From an optimization exercise on the open Yosys and OpenROAD flow, aimed at small area, a short achievable clock period and few clock cycles per item; shortcuts taken in it are not production practice. At most, simulation tests tie the RTL to the original design; equivalence was not proved. Power figures rest on the tool's default switching activity, not on a simulated workload.

==> inputs of run a <==
==> flow/design.v <==
module wib_expander (
    input  wire        clk,
    input  wire        rst,         
    input  wire        in_valid,
    output wire        in_ready,
    input  wire [63:0] in_data,
    output wire        out_valid,
    input  wire        out_ready,
    output wire [63:0] out_data,
    output wire        out_last     
);
    reg  [3:0]  ph;         
    reg         hdr;        
    reg  [1:0]  hcnt;       
    reg  [2:0]  grp;        
    reg  [15:0] x, y;       
    wire [15:0] c0 = in_data[15:0];
    wire [15:0] c1 = in_data[31:16];
    wire [15:0] c2 = in_data[47:32];
    wire [15:0] c3 = in_data[63:48];
    assign out_valid = in_valid & ~hdr;
    assign in_ready  = hdr | (out_ready & ~ph[2]);
    assign out_last  = ph[3] & (grp == 3'd7);
    wire [15:0] s0 = ({16{ph[0]}} & c0) | ({16{ph[1]}} & x)  | ({16{ph[2]}} & y)  | ({16{ph[3]}} & c1);
    wire [15:0] s1 = ({16{ph[0]}} & c1) | ({16{ph[1]}} & c0) | ({16{ph[2]}} & x)  | ({16{ph[3]}} & c2);
    wire [15:0] s2 = ({16{ph[0]}} & c2) | ({16{ph[1]}} & c1) | ({16{ph[2]}} & c0) | ({16{ph[3]}} & c3);
    wire [47:0] d = {s2, s1, s0};
    assign out_data = {4'h0, d[47:36], 4'h0, d[35:24], 4'h0, d[23:12], 4'h0, d[11:0]};
    wire out_fire = in_valid & ~hdr & out_ready;
    always @(posedge clk) begin
        if (in_valid & out_ready) begin
            x <= c3;
            y <= c2;
        end
    end
    always @(posedge clk) begin
        if (rst) begin
            ph   <= 4'b0001;
            hdr  <= 1'b1;
            hcnt <= 2'd3;
            grp  <= 3'd0;
        end else begin
            if (hdr) begin
                if (in_valid) begin
                    hcnt <= hcnt - 2'd1;
                    if (hcnt == 2'd0)
                        hdr <= 1'b0;
                end
            end else if (out_fire) begin
                ph <= {ph[2:0], ph[3]};
                if (ph[3]) begin
                    grp <= grp + 3'd1;
                    if (grp[1:0] == 2'd3) begin
                        hdr  <= 1'b1;
                        hcnt <= grp[2] ? 2'd3 : 2'd1;
                    end
                end
            end
        end
    end
endmodule
==> flow/flow/run.sh <==
#!/bin/bash
# Standard layout, with the port buffers that buffer_ports inserts made of
# sky130_fd_sc_hd__buf_1 instead of the cell it picks by default, and the
# constant outputs left on the one tie cell that synthesis gives them.
set -euo pipefail
export BUFFER_PORTS_ARGS="-buffer_cell sky130_fd_sc_hd__buf_1"
export SKIP_REPAIR_TIE_FANOUT=1
bash standard.sh > standard.log 2>&1
==> flow/standard.sh <==
#!/bin/bash
# synth_recipe.tcl (not shown) runs the flow's synth.tcl, then flattens the netlist and writes it again
# the make line also repeats each setting of config.mk as NAME=value (left out here)
make -C /OpenROAD-flow-scripts/flow DESIGN_CONFIG=/design/flow/config.mk WORK_HOME=/design/flow/orfs CLKGATE_MAP_FILE= SYNTH_SCRIPT=/design/flow/synth_recipe.tcl "${@:-finish}"
==> flow/config.mk <==
export PLATFORM = sky130hd
export DESIGN_NAME = wib_expander
export DESIGN_NICKNAME = wib_expander
export VERILOG_FILES = /design/flow/design.v
export SDC_FILE = /design/flow/constraint.sdc
export NUM_CORES = 4
export LEC_CHECK = 0
export CAP_MARGIN = 20
export CORE_MARGIN = 2
export CORE_UTILIZATION = 40
export CTS_CLUSTER_DIAMETER = 300
export CTS_CLUSTER_SIZE = 50
export SETUP_SLACK_MARGIN = 1.55
export SLEW_MARGIN = 20
==> flow/constraint.sdc <==
create_clock -name core_clock -period 4.0 [get_ports {clk}]
set_input_delay 0.8000 -clock core_clock [delete_from_list [all_inputs] [get_ports {clk}]]
set_output_delay 0.8000 -clock core_clock [all_outputs]
set_load 0.01 [all_outputs]
==> run b: changes against run a <==
==> flow/design.v, changed modules only <==
module wib_expander (
    input  wire        clk,
    input  wire        rst,         
    input  wire        in_valid,
    output wire        in_ready,
    input  wire [63:0] in_data,
    output wire        out_valid,
    input  wire        out_ready,
    output wire [63:0] out_data,
    output wire        out_last     
);
    reg  [4:0]  wcnt;       
    reg  [1:0]  ph;         
    reg         hdr;        
    reg  [15:0] x, y;       
    wire [15:0] c0 = in_data[15:0];
    wire [15:0] c1 = in_data[31:16];
    wire [15:0] c2 = in_data[47:32];
    wire [15:0] c3 = in_data[63:48];
    assign out_valid = in_valid & ~hdr;
    assign in_ready  = hdr | (out_ready & (ph != 2'd2));
    assign out_last  = (ph == 2'd3) & (wcnt == 5'd29);
    reg [15:0] s0, s1, s2;
    always @(*) begin
        case (ph)
            2'd0: begin s0 = c0; s1 = c1; s2 = c2; end
            2'd1: begin s0 = x;  s1 = c0; s2 = c1; end
            2'd2: begin s0 = y;  s1 = x;  s2 = c0; end
            default: begin s0 = c1; s1 = c2; s2 = c3; end
        endcase
    end
    wire [47:0] d = {s2, s1, s0};
    assign out_data = {4'h0, d[47:36], 4'h0, d[35:24], 4'h0, d[23:12], 4'h0, d[11:0]};
    wire in_fire  = in_valid & in_ready;
    wire out_fire = in_valid & ~hdr & out_ready;
    wire [4:0] wnext = (wcnt == 5'd29) ? 5'd0 : wcnt + 5'd1;
    always @(posedge clk) begin
        if (in_valid & out_ready) begin
            x <= c3;
            y <= c2;
        end
    end
    always @(posedge clk) begin
        if (rst) begin
            wcnt <= 5'd0;
            ph   <= 2'd0;
            hdr  <= 1'b1;
        end else begin
            if (in_fire) begin
                wcnt <= wnext;
                hdr  <= (wnext <= 5'd3) | (wnext == 5'd16) | (wnext == 5'd17);
            end
            if (out_fire)
                ph <= ph + 2'd1;
        end
    end
endmodule
==> flow/run.sh (new file) <==
#!/bin/bash
# synth_recipe.tcl (not shown) runs the flow's synth.tcl, then flattens the netlist and writes it again
# the make line also repeats each setting of config.mk as NAME=value (left out here)
make -C /OpenROAD-flow-scripts/flow DESIGN_CONFIG=/design/flow/config.mk WORK_HOME=/design/flow/orfs CLKGATE_MAP_FILE= SYNTH_SCRIPT=/design/flow/synth_recipe.tcl finish
--- a/flow/config.mk
+++ b/flow/config.mk
@@ -9,6 +9,4 @@
 export CORE_MARGIN = 2
 export CORE_UTILIZATION = 40
-export CTS_CLUSTER_DIAMETER = 300
-export CTS_CLUSTER_SIZE = 50
-export SETUP_SLACK_MARGIN = 1.55
+export SETUP_SLACK_MARGIN = 1.4
 export SLEW_MARGIN = 20
removed: flow/flow/run.sh
removed: flow/standard.sh
==> summary.txt <==
Run a went through all stages and came out clean. Run b passed the timing, DRC and antenna checks.
In run b the first-iteration DRC count is higher than in run a, by 61%.
In run b the die area is higher than in run a, by 12%.
Register-to-register slack: run a is higher than run b (400 ps).
Against run a, the non-clock buffer count of run b is higher by 26.
Against run b, the clock skew of run a is higher by 2.9 ps.
Sequential power: run b is smaller than run a (about 3%).
Wire length: run a is smaller than run b (about 24%).
Of run a and run b, run b has the higher combinational power (gap about 50%, measured against run b).
Testbench counts of run a, summed over its fixed seeds: cycles 19,456, frames 512.
The RTL of run b was laid out without a check of its function.

==> 09-23: inputs <==
// wib_expander: RTL as listed in full above, without the edits since
==> flow/config.mk <==
export PLATFORM = sky130hd
export DESIGN_NAME = wib_expander
export DESIGN_NICKNAME = wib_expander
export VERILOG_FILES = /design/flow/design.v
export SDC_FILE = /design/flow/constraint.sdc
export NUM_CORES = 4
export LEC_CHECK = 0
export CAP_MARGIN = 20
export CORE_MARGIN = 2
export CORE_UTILIZATION = 40
export SETUP_SLACK_MARGIN = 1.63
export SLEW_MARGIN = 20
==> flow/constraint.sdc <==
create_clock -name core_clock -period 4.0 [get_ports {clk}]
set_input_delay 0.8000 -clock core_clock [delete_from_list [all_inputs] [get_ports {clk}]]
set_output_delay 0.8000 -clock core_clock [all_outputs]
set_load 0.01 [all_outputs]
standard.sh (not shown) runs the stock make flow with config.mk's settings and CLKGATE_MAP_FILE= SYNTH_SCRIPT=/design/flow/synth_recipe.tcl, a recipe that flattens the netlist after the stock synthesis.
==> flow/flow/run.sh <==
#!/bin/bash
# Standard layout, with the port buffers that buffer_ports inserts made of
# sky130_fd_sc_hd__buf_1 instead of the cell it picks by default, and the
# constant outputs left on the one tie cell that synthesis gives them.
set -euo pipefail
export BUFFER_PORTS_ARGS="-buffer_cell sky130_fd_sc_hd__buf_1"
export SKIP_REPAIR_TIE_FANOUT=1
bash standard.sh > standard.log 2>&1
==> 12-14 (differences from 09-23) <==
--- a/flow/design.v
+++ b/flow/design.v
@@ -13,4 +13,3 @@
     reg         hdr;        
-    reg  [1:0]  hcnt;       
-    reg  [2:0]  grp;        
+    reg  [3:0]  k;          
     reg  [15:0] x, y;       
@@ -22,3 +21,3 @@
     assign in_ready  = hdr | (out_ready & ~ph[2]);
-    assign out_last  = ph[3] & (grp == 3'd7);
+    assign out_last  = ph[3] & (k == 4'd13);
     wire [15:0] s0 = ({16{ph[0]}} & c0) | ({16{ph[1]}} & x)  | ({16{ph[2]}} & y)  | ({16{ph[3]}} & c1);
@@ -35,24 +34,15 @@
     end
+    wire       step  = hdr ? in_valid : (out_fire & ph[3]);
+    wire [3:0] knext = (k == 4'd13) ? 4'd0 : k + 4'd1;
     always @(posedge clk) begin
         if (rst) begin
-            ph   <= 4'b0001;
-            hdr  <= 1'b1;
-            hcnt <= 2'd3;
-            grp  <= 3'd0;
+            ph  <= 4'b0001;
+            hdr <= 1'b1;
+            k   <= 4'd0;
         end else begin
-            if (hdr) begin
-                if (in_valid) begin
-                    hcnt <= hcnt - 2'd1;
-                    if (hcnt == 2'd0)
-                        hdr <= 1'b0;
-                end
-            end else if (out_fire) begin
+            if (out_fire)
                 ph <= {ph[2:0], ph[3]};
-                if (ph[3]) begin
-                    grp <= grp + 3'd1;
-                    if (grp[1:0] == 2'd3) begin
-                        hdr  <= 1'b1;
-                        hcnt <= grp[2] ? 2'd3 : 2'd1;
-                    end
-                end
+            if (step) begin
+                k   <= knext;
+                hdr <= (knext <= 4'd3) | (knext == 4'd8) | (knext == 4'd9);
             end
SETUP_SLACK_MARGIN = 1.55   (was 1.63)
==> comparison <==
- In 09-23 the wire length is larger than in 12-14, by 6.8%.
- In 09-23 the sequential power is smaller than in 12-14, by about 0.8%.
- Of 09-23 and 12-14, 09-23 has the higher via count (gap about 0.4%, measured against 12-14).
- Of 12-14 and 09-23, 09-23 has the higher register-to-register slack (gap 0.28 ns).
- Flip-flop and latch count: 09-23 is higher than 12-14 (1).
- Of 09-23 and 12-14, 12-14 has the higher global-route usage (gap 0.064 points).
- Core utilization: 09-23 is higher than 12-14 (0.82 points).
Testbench counts of 09-23, summed over its fixed seeds: cycles 19,456, frames 512.
For 12-14, only the layout was checked, not whether the RTL still works.

==> inputs of v33 <==
Starts from the design.v that is shown in full above.
export LEC_CHECK = 0
export CAP_MARGIN = 20
export CORE_MARGIN = 2
export CORE_UTILIZATION = 40
export GPL_ROUTABILITY_DRIVEN = 0
export SETUP_SLACK_MARGIN = 1.7
export SLEW_MARGIN = 20
create_clock -name core_clock -period 4.0 [get_ports {clk}]
Scripts as last shown in full above: flow/flow/run.sh
==> v27 (differences from v33) <==
==> flow/design.v (replaced) <==
module wib_expander (
    input  wire        clk,
    input  wire        rst,         
    input  wire        in_valid,
    output wire        in_ready,
    input  wire [63:0] in_data,
    output wire        out_valid,
    input  wire        out_ready,
    output wire [63:0] out_data,
    output wire        out_last     
);
    reg  [4:0]  wcnt;       
    reg  [1:0]  ph;         
    reg         hdr;        
    reg  [15:0] x, y;       
    wire [15:0] c0 = in_data[15:0];
    wire [15:0] c1 = in_data[31:16];
    wire [15:0] c2 = in_data[47:32];
    wire [15:0] c3 = in_data[63:48];
    assign out_valid = in_valid & ~hdr;
    assign in_ready  = hdr | (out_ready & (ph != 2'd2));
    assign out_last  = (ph == 2'd3) & (wcnt == 5'd29);
    reg [15:0] s0, s1, s2;
    always @(*) begin
        case (ph)
            2'd0: begin s0 = c0; s1 = c1; s2 = c2; end
            2'd1: begin s0 = x;  s1 = c0; s2 = c1; end
            2'd2: begin s0 = y;  s1 = x;  s2 = c0; end
            default: begin s0 = c1; s1 = c2; s2 = c3; end
        endcase
    end
    wire [47:0] d = {s2, s1, s0};
    assign out_data = {4'h0, d[47:36], 4'h0, d[35:24], 4'h0, d[23:12], 4'h0, d[11:0]};
    wire in_fire  = in_valid & in_ready;
    wire out_fire = in_valid & ~hdr & out_ready;
    wire [4:0] wnext = (wcnt == 5'd29) ? 5'd0 : wcnt + 5'd1;
    always @(posedge clk) begin
        if (in_valid & out_ready) begin
            x <= c3;
            y <= c2;
        end
    end
    always @(posedge clk) begin
        if (rst) begin
            wcnt <= 5'd0;
            ph   <= 2'd0;
            hdr  <= 1'b1;
        end else begin
            if (in_fire) begin
                wcnt <= wnext;
                hdr  <= (wnext <= 5'd3) | (wnext == 5'd16) | (wnext == 5'd17);
            end
            if (out_fire)
                ph <= ph + 2'd1;
        end
    end
endmodule
==> flow/run.sh (new file) <==
#!/bin/bash
# synth_recipe.tcl (not shown) runs the flow's synth.tcl, then flattens the netlist and writes it again
# the make line also repeats each setting of config.mk as NAME=value (left out here)
make -C /OpenROAD-flow-scripts/flow DESIGN_CONFIG=/design/flow/config.mk WORK_HOME=/design/flow/orfs CLKGATE_MAP_FILE= SYNTH_SCRIPT=/design/flow/synth_recipe.tcl finish
Settings changed: GPL_ROUTABILITY_DRIVEN 0 to not set, SETUP_SLACK_MARGIN 1.7 to 1.6.
removed: flow/flow/run.sh
removed: flow/standard.sh
==> v6 (differences from v33) <==
==> flow/design.v (replaced) <==
module wib_expander (
    input  wire        clk,
    input  wire        rst,         
    input  wire        in_valid,
    output wire        in_ready,
    input  wire [63:0] in_data,
    output wire        out_valid,
    input  wire        out_ready,
    output wire [63:0] out_data,
    output wire        out_last     
);
    reg  [4:0]  wcnt;       
    reg  [1:0]  ph;         
    reg         hdr;        
    reg  [15:0] x, y;       
    wire [15:0] c0 = in_data[15:0];
    wire [15:0] c1 = in_data[31:16];
    wire [15:0] c2 = in_data[47:32];
    wire [15:0] c3 = in_data[63:48];
    assign out_valid = in_valid & ~hdr;
    assign in_ready  = hdr | (out_ready & (ph != 2'd2));
    assign out_last  = (ph == 2'd3) & (wcnt == 5'd29);
    reg [15:0] s0, s1, s2;
    always @(*) begin
        case (ph)
            2'd0: begin s0 = c0; s1 = c1; s2 = c2; end
            2'd1: begin s0 = x;  s1 = c0; s2 = c1; end
            2'd2: begin s0 = y;  s1 = x;  s2 = c0; end
            default: begin s0 = c1; s1 = c2; s2 = c3; end
        endcase
    end
    wire [47:0] d = {s2, s1, s0};
    assign out_data = {4'h0, d[47:36], 4'h0, d[35:24], 4'h0, d[23:12], 4'h0, d[11:0]};
    wire in_fire  = in_valid & in_ready;
    wire out_fire = in_valid & ~hdr & out_ready;
    wire [4:0] wnext = (wcnt == 5'd29) ? 5'd0 : wcnt + 5'd1;
    always @(posedge clk) begin
        if (in_valid & out_ready) begin
            x <= c3;
            y <= c2;
        end
    end
    always @(posedge clk) begin
        if (rst) begin
            wcnt <= 5'd0;
            ph   <= 2'd0;
            hdr  <= 1'b1;
        end else begin
            if (in_fire) begin
                wcnt <= wnext;
                hdr  <= (wnext <= 5'd3) | (wnext == 5'd16) | (wnext == 5'd17);
            end
            if (out_fire)
                ph <= ph + 2'd1;
        end
    end
endmodule
==> flow/run.sh (new file) <==
#!/bin/bash
# synth_recipe.tcl (not shown) runs the flow's synth.tcl, then flattens the netlist and writes it again
# the make line also repeats each setting of config.mk as NAME=value (left out here)
make -C /OpenROAD-flow-scripts/flow DESIGN_CONFIG=/design/flow/config.mk WORK_HOME=/design/flow/orfs CLKGATE_MAP_FILE= SYNTH_SCRIPT=/design/flow/synth_recipe.tcl finish
Settings changed: GPL_ROUTABILITY_DRIVEN 0 to not set, SETUP_SLACK_MARGIN 1.7 to 2.0.
removed: flow/flow/run.sh
removed: flow/standard.sh
==> notes <==
- In v33 the clock power is smaller than in v27, by about 6%.
- In v33 the area after synthesis is smaller than in v27, by about 11%.
- Of v33 and v27, v33 has the higher sequential power (gap about 2%, measured against v27).
- In v6 the first-iteration DRC count is higher than in v27, by about 60%.
- Die area is the same in v6 and v27.
- Against v6, the wire length of v33 is lower by about 28%.
- Of v6 and v27, v6 has the higher non-clock buffer count (gap 1).
- Clock-buffer cell count: v6 is higher than v33 (1).
Testbench counts of v33, summed over its fixed seeds: cycles 19,456, frames 512.
The RTL of v27 and v6 was laid out without a check of its function.

what the ideal ports hide:
How much do the figures lean on ideal ports? The routed layouts below were timed once more, with nothing changed but the port constraints. Step 1 (the two cells are an assumption about what drives the block):
set clk [get_ports {clk}]
set_driving_cell -lib_cell sky130_fd_sc_hd__clkbuf_16 $clk
set_driving_cell -lib_cell sky130_fd_sc_hd__buf_2 [delete_from_list [all_inputs] $clk]
Step 2 moves the port delays by t, midway between the first and last clock arrival at a register: inputs arrive t later, outputs are due t later. That takes back most of the time a late clock gives input paths. a / b / c = ideal / step 1 / step 2; a / b = the first two.
| run | t, ns | setup WS [ns] | hold slack, ns | worst data-port slew with drivers (ns) | cell pins on the clock port's net |
|---|---|---|---|---|---|
| run a | 0.315 | 1.709 / 1.681 / 1.771 | 0.479 / 0.479 / 0.479 | 0.05 | 1 |
| run b | 0.329 | 1.440 / 1.408 / 1.421 | 0.541 / 0.541 / 0.541 | 0.06 | 1 |
| 09-23 | 0.317 | 1.739 / 1.711 / 1.770 | 0.480 / 0.480 / 0.480 | 0.05 | 1 |
| 12-14 | 0.302 | 1.684 / 1.659 / 1.834 | 0.508 / 0.508 / 0.508 | 0.04 | 1 |
| v33 | 0.319 | 1.838 / 1.809 / 1.812 | 0.481 / 0.481 / 0.481 | 0.05 | 1 |
| v27 | 0.331 | 1.312 / 1.280 / 1.291 | 0.562 / 0.562 / 0.562 | 0.05 | 1 |
| v6 | 0.327 | 1.367 / 1.338 / 1.417 | 0.562 / 0.562 / 0.562 | 0.07 | 1 |
After both steps every run listed still meets setup and hold. The setup slack of v33, which loses most, moves by -0.029 ns with the drivers and by -0.026 ns with both steps.
